From an optimization exercise on the open Yosys and OpenROAD flow, aimed at small area; shortcuts taken in it are not production practice. The RTL was checked by simulation tests, not by an equivalence proof against the original design.

rev 12:
## slpe_tx
module slpe_tx #(
    parameter integer T_FIELD   = 100,   
    parameter integer T_BACKOFF = 50,    
    parameter integer MAX_RETRY = 240,   
    parameter integer REOPEN_EVERY = 6   
) (
    input  wire        clk,
    input  wire        rst,          
    input  wire        start,        
    input  wire [15:0] size,         
    output wire [15:0] mem_addr,     
    input  wire [7:0]  mem_data,     
    input  wire        rx_valid,     
    input  wire [7:0]  rx_data,
    output wire        tx_valid,     
    output reg  [7:0]  tx_data,
    output wire        busy,         
    output wire        done,         
    output wire        ok,           
    output reg  [7:0]  retries,      
    output wire        reopen        
);
Size: about 59 flip-flops, roughly 3800 um^2 of cells after synthesis.
==> module slpe_tx, before the edit <==
module slpe_tx #(
    parameter integer T_FIELD   = 100,   
    parameter integer T_BACKOFF = 50,    
    parameter integer MAX_RETRY = 240,   
    parameter integer REOPEN_EVERY = 6   
) (
    input  wire        clk,
    input  wire        rst,          
    input  wire        start,        
    input  wire [15:0] size,         
    output wire [15:0] mem_addr,     
    input  wire [7:0]  mem_data,     
    input  wire        rx_valid,     
    input  wire [7:0]  rx_data,
    output wire        tx_valid,     
    output reg  [7:0]  tx_data,
    output wire        busy,         
    output wire        done,         
    output wire        ok,           
    output reg  [7:0]  retries,      
    output wire        reopen        
);
    localparam [7:0] STX_B = 8'h02, ETX_B = 8'h03, ENQ_B = 8'h05,
                     ACK_B = 8'h06, NAK_B = 8'h15, EXT_B = 8'hFE;
    localparam [4:0] S_IDLE  = 5'b00000,    
                     S_ENDP  = 5'b00001,    
                     S_ENQ   = 5'b00010,    
                     S_ENQR  = 5'b00011,    
                     S_REENQ = 5'b00100,    
                     S_GAP   = 5'b00101,    
                     S_DCHK  = 5'b00110,    
                     S_ERROR = 5'b00111,
                     S_END   = 5'b01000,
                     S_RETRY = 5'b01001,
                     S_PNAK  = 5'b01010,    
                     S_BOR   = 5'b01011,    
                     S_ACK   = 5'b01100,    
                     S_ACK2  = 5'b01101,    
                     S_BON   = 5'b01110,    
                     S_ENQB  = 5'b11100,    
                     S_CS    = 5'b11101,    
                     S_NAKB  = 5'b11110,    
                     S_STX   = 5'b10000,
                     S_LEN   = 5'b10001,
                     S_HDR   = 5'b10010,    
                     S_E0    = 5'b10011,    
                     S_E1    = 5'b10100,
                     S_E2    = 5'b10101,
                     S_N0    = 5'b10110,    
                     S_N1    = 5'b10111,
                     S_N2    = 5'b11000,
                     S_N3    = 5'b11001,
                     S_DATA  = 5'b11010,
                     S_ETX   = 5'b11011;
    reg  [4:0]  state;
    reg  [15:0] size_r;       
    reg  [5:0]  cur;          
    reg  [15:0] addr;         
    reg  [7:0]  crc;
    assign mem_addr = addr;
    wire        div   = (size_r > 16'd1030);
    wire        lge4  = |size_r[9:2];
    wire [6:0]  nfr   = {1'b0, size_r[15:10]} + {6'b0, lge4};    
    wire [6:0]  cur_inc = {1'b0, cur} + 7'd1;
    wire        last  = ~div | (cur_inc == nfr);
    wire [10:0] esum  = {~div & size_r[10], size_r[9:0]} + (div ? 11'd9 : 11'd2);
    wire [10:0] ext   = (div & ~last) ? 11'd1036 :
                        {esum[10] | (div & ~lge4), esum[9:0]};
    wire        t_ans = addr[6] & addr[5] & addr[1] & addr[0];   
    wire        t_bo  = addr[5] & addr[4] & addr[0];             
    wire [15:0] addr_inc = addr + 16'd1;
    wire        a_end = last ? (addr_inc[10:0] == size_r[10:0]) : (addr[9:0] == 10'd2);
    wire [2:0]  ev = retries[1] + retries[3] + retries[5] + retries[7];
    wire [1:0]  od = retries[2] + retries[4] + retries[6];
    wire        m6 = ~retries[0] & (ev == od || ev == od + 3'd3 || od == 2'd3 && ev == 3'd0);
    assign tx_valid = state[4];
    assign busy     = (state[4:1] != 4'd0);
    assign done     = (state == S_ENDP);
    assign reopen   = (state == S_ENQR);
    assign ok       = (retries[7:4] != 4'hF) & (size_r[15:2] != 14'd0 || size_r[1:0] == 2'd3);
    always @(*) begin
        case (state)
        S_ENQB:  tx_data = ENQ_B;
        S_NAKB:  tx_data = NAK_B;
        S_CS:    tx_data = crc;
        S_STX:   tx_data = STX_B;
        S_LEN:   tx_data = (size_r > 16'd251) ? EXT_B : esum[7:0];
        S_HDR:   tx_data = mem_data | {6'b0, div & addr[1], div & addr[1] & last};
        S_E1:    tx_data = {5'b0, ext[10:8]};
        S_E2:    tx_data = ext[7:0];
        S_N1:    tx_data = {2'b0, cur};
        S_N3:    tx_data = {1'b0, nfr};
        S_ETX:   tx_data = ETX_B;
        S_E0, S_N0, S_N2: tx_data = 8'h00;
        default: tx_data = mem_data;
        endcase
    end
    reg  [7:0]  crc_next;
    integer     i;
    always @(*) begin
        crc_next = crc ^ tx_data;
        for (i = 0; i < 8; i = i + 1)
            crc_next = crc_next[7] ? ((crc_next << 1) ^ 8'h07) : (crc_next << 1);
    end
    always @(posedge clk) begin
        if (rst) begin
            state   <= S_IDLE;
            retries <= 8'h00;
        end else begin
            case (state)
            S_IDLE, S_ENDP: begin
                if (start) begin
                    retries <= 8'h00;
                    state   <= (size < 16'd3) ? S_ERROR : S_ENQ;
                end else
                    state <= S_IDLE;
            end
            S_ENQ, S_ENQR: state <= S_REENQ;
            S_REENQ: if (!rx_valid) state <= S_ENQB;
            S_ENQB, S_ACK: begin
                if (rx_valid) begin
                    if (rx_data == ACK_B)      state <= S_GAP;
                    else if (rx_data == NAK_B) state <= S_REENQ;
                    else if (rx_data == ENQ_B) state <= S_PNAK;
                    else                       state <= S_RETRY;
                end else if (t_ans)
                    state <= S_RETRY;
                else
                    state <= S_ACK;
            end
            S_GAP:  state <= S_STX;
            S_STX:  state <= S_LEN;
            S_LEN:  state <= S_HDR;
            S_HDR:  if (addr[1]) state <= div || size_r > 16'd251 ? S_E0 :
                                          a_end ? S_ETX : S_DATA;
            S_E0:   state <= S_E1;
            S_E1:   state <= S_E2;
            S_E2:   state <= div ? S_N0 : S_DATA;
            S_N0:   state <= S_N1;
            S_N1:   state <= S_N2;
            S_N2:   state <= S_N3;
            S_N3:   state <= S_DATA;
            S_DATA: if (a_end) state <= S_ETX;
            S_ETX:  state <= S_CS;
            S_CS, S_ACK2: begin
                if (rx_valid)
                    state <= (rx_data == ACK_B) ? S_DCHK : S_RETRY;
                else if (t_ans)
                    state <= S_RETRY;
                else
                    state <= S_ACK2;
            end
            S_RETRY: begin
                retries <= retries + 8'd1;
                state   <= (retries == MAX_RETRY[7:0] - 8'd1) ? S_ERROR : S_BOR;
            end
            S_PNAK: state <= S_NAKB;
            S_NAKB, S_BON: state <= t_bo ? S_ENQ : S_BON;
            S_BOR:  state <= !t_bo ? S_BOR :
                             m6 ? S_ENQR : S_ENQ;
            S_DCHK: state <= last ? S_END : S_REENQ;
            S_ERROR: state <= S_END;
            S_END:  state <= S_ENDP;
            default: state <= S_IDLE;
            endcase
        end
    end
    always @(posedge clk) begin
        if (!busy) begin
            size_r <= size;
            cur    <= 6'd0;
        end else if (state == S_DCHK)
            cur <= cur_inc[5:0];
        case (state)
        S_E0, S_E1, S_E2, S_N0, S_N1, S_N2, S_N3:
            addr <= {cur, 10'd3};
        S_ENQB, S_ACK, S_CS, S_ACK2, S_NAKB, S_BON, S_BOR, S_HDR, S_DATA:
            addr <= addr + 16'd1;
        default:
            addr <= 16'h0;
        endcase
        crc <= (state == S_STX) ? 8'h00 : crc_next;
    end
endmodule
==> flow/config.mk <==
export PLATFORM = sky130hd
export DESIGN_NAME = slpe_tx
export DESIGN_NICKNAME = slpe_tx
export VERILOG_FILES = /design/flow/design.v
export SDC_FILE = /design/flow/constraint.sdc
export NUM_CORES = 4
export LEC_CHECK = 0
export CAP_MARGIN = 20
export CORE_MARGIN = 2
export CORE_UTILIZATION = 40
export SLEW_MARGIN = 20
==> flow/constraint.sdc <==
create_clock -name core_clock -period 5.0 [get_ports {clk}]
set_input_delay 1.0000 -clock core_clock [delete_from_list [all_inputs] [get_ports {clk}]]
set_output_delay 1.0000 -clock core_clock [all_outputs]
set_load 0.01 [all_outputs]
standard.sh (not shown) runs the stock make flow with config.mk's settings and CLKGATE_MAP_FILE= SYNTH_SCRIPT=/design/flow/synth_recipe.tcl, a recipe that flattens the netlist after the stock synthesis.
==> flow/flow/run.sh <==
#!/bin/bash
# Layout flow: the standard flow (standard.sh) with three changes:
#  1. synthesis maps logic with an area-oriented ABC script (abc_area.script);
#     the synthesis script is otherwise the standard flow's own (synth_recipe.tcl);
#  2. every port gets the smallest buffer (buf_1) instead of clkdlybuf4s50_1;
#  3. clock tree synthesis uses clkbuf_4 and inserts no dummy loads.
set -euo pipefail
here=$(pwd)
{ cat "$here/flow/abc_proc.tcl"; cat "$here/synth_recipe.tcl"; } > "$here/flow_synth.tcl"
sed -e "s#SYNTH_SCRIPT=[^ ]*#SYNTH_SCRIPT=$here/flow_synth.tcl#" "$here/standard.sh" > "$here/flow_standard.sh"
export FLOW_ABC_SCRIPT="$here/flow/abc_area.script"
export BUFFER_PORTS_ARGS="-buffer_cell sky130_fd_sc_hd__buf_1"
export CTS_ARGS="-sink_clustering_enable -repair_clock_nets -dont_use_dummy_load -buf_list sky130_fd_sc_hd__clkbuf_4 -root_buf sky130_fd_sc_hd__clkbuf_4"
bash "$here/flow_standard.sh" > "$here/flow_standard.log" 2>&1
==> flow/flow/abc_area.script <==
strash
&get -n
&fraig -x
&put
scorr
dc2
strash
&get -n
&deepsyn -T 60
&dch -f
&nf -R 1000
&put
topo
dnsize
==> flow/flow/abc_proc.tcl <==
# Map logic with the area-oriented ABC script of this flow instead of the
# speed script; every other step of the standard flow's synthesis is left as it is.
proc abc {args} {
  set i [lsearch $args -script]
  if {$i >= 0} {
    set args [lreplace $args $i [expr {$i + 1}] -script $::env(FLOW_ABC_SCRIPT)]
  }
  set j [lsearch $args -D]
  if {$j >= 0} { set args [lreplace $args $j [expr {$j + 1}]] }
  yosys abc {*}$args
}
Input-level comparison between rev 13 and rev 12:
diff --git a/flow/design.v b/flow/design.v
--- a/flow/design.v
+++ b/flow/design.v
@@ -58,4 +58,5 @@
     reg  [15:0] addr;         
     reg  [7:0]  crc;
+    reg  [2:0]  ph;           
     assign mem_addr = addr;
     wire        div   = (size_r > 16'd1030);
@@ -63,5 +64,6 @@
     wire [6:0]  nfr   = {1'b0, size_r[15:10]} + {6'b0, lge4};    
     wire [6:0]  cur_inc = {1'b0, cur} + 7'd1;
-    wire        last  = ~div | (cur_inc == nfr);
+    reg         last;         
+    wire        last_n = ~div | (cur_inc == nfr);
     wire [10:0] esum  = {~div & size_r[10], size_r[9:0]} + (div ? 11'd9 : 11'd2);
     wire [10:0] ext   = (div & ~last) ? 11'd1036 :
@@ -158,5 +160,5 @@
             S_NAKB, S_BON: state <= t_bo ? S_ENQ : S_BON;
             S_BOR:  state <= !t_bo ? S_BOR :
-                             m6 ? S_ENQR : S_ENQ;
+                             (ph == 3'd0) ? S_ENQR : S_ENQ;
             S_DCHK: state <= last ? S_END : S_REENQ;
             S_ERROR: state <= S_END;
@@ -170,6 +172,9 @@
             size_r <= size;
             cur    <= 6'd0;
+            ph     <= 3'd0;
         end else if (state == S_DCHK)
             cur <= cur_inc[5:0];
+        else if (state == S_RETRY)
+            ph <= (ph == 3'd5) ? 3'd0 : ph + 3'd1;
         case (state)
         S_E0, S_E1, S_E2, S_N0, S_N1, S_N2, S_N3:
@@ -181,4 +186,6 @@
         endcase
         crc <= (state == S_STX) ? 8'h00 : crc_next;
+        if (!state[4])
+            last <= last_n;
     end
 endmodule
Compared to rev 12, rev 13 has proportion of synthesized chip area in sequential cells 2.9 points higher. Relative to rev 12, cell count after synthesis decreased by 4.8% in rev 13. Floorplan check, rev 13 vs rev 12: die outline smaller in rev 13. Utilization: rev 13 lower than rev 12. Comparing rev 12 against rev 13, there is no change at all in I/O pin total. Final layout net count ended up 30 lower on rev 13 than on rev 12.

## separate check: timing with driven ports
How much do the figures lean on ideal ports? The routed layouts below were timed once more, with nothing changed but the port constraints. Step 1 (the two cells are an assumption about what drives the block):
set clk [get_ports {clk}]
set_driving_cell -lib_cell sky130_fd_sc_hd__clkbuf_16 $clk
set_driving_cell -lib_cell sky130_fd_sc_hd__buf_2 [delete_from_list [all_inputs] $clk]
Step 2 also shifts input and output timing later by t, the mid clock arrival at the registers, as if the neighbouring blocks saw the same clock. a / b / c = ideal / step 1 / step 2; a / b = the first two.
run	t (ns)	setup slack, ns	worst hold slack (ns)	worst slew at a driven data input, ns	pins driven straight from the clock port
rev 12	0.430	0.193 / 0.166 / 0.596	0.532 / 0.532 / 0.532	0.04	1
rev 13	0.442	0.248 / 0.216 / 0.657	0.515 / 0.515 / 0.515	0.04	1
After both steps setup and hold are still met in every run listed.
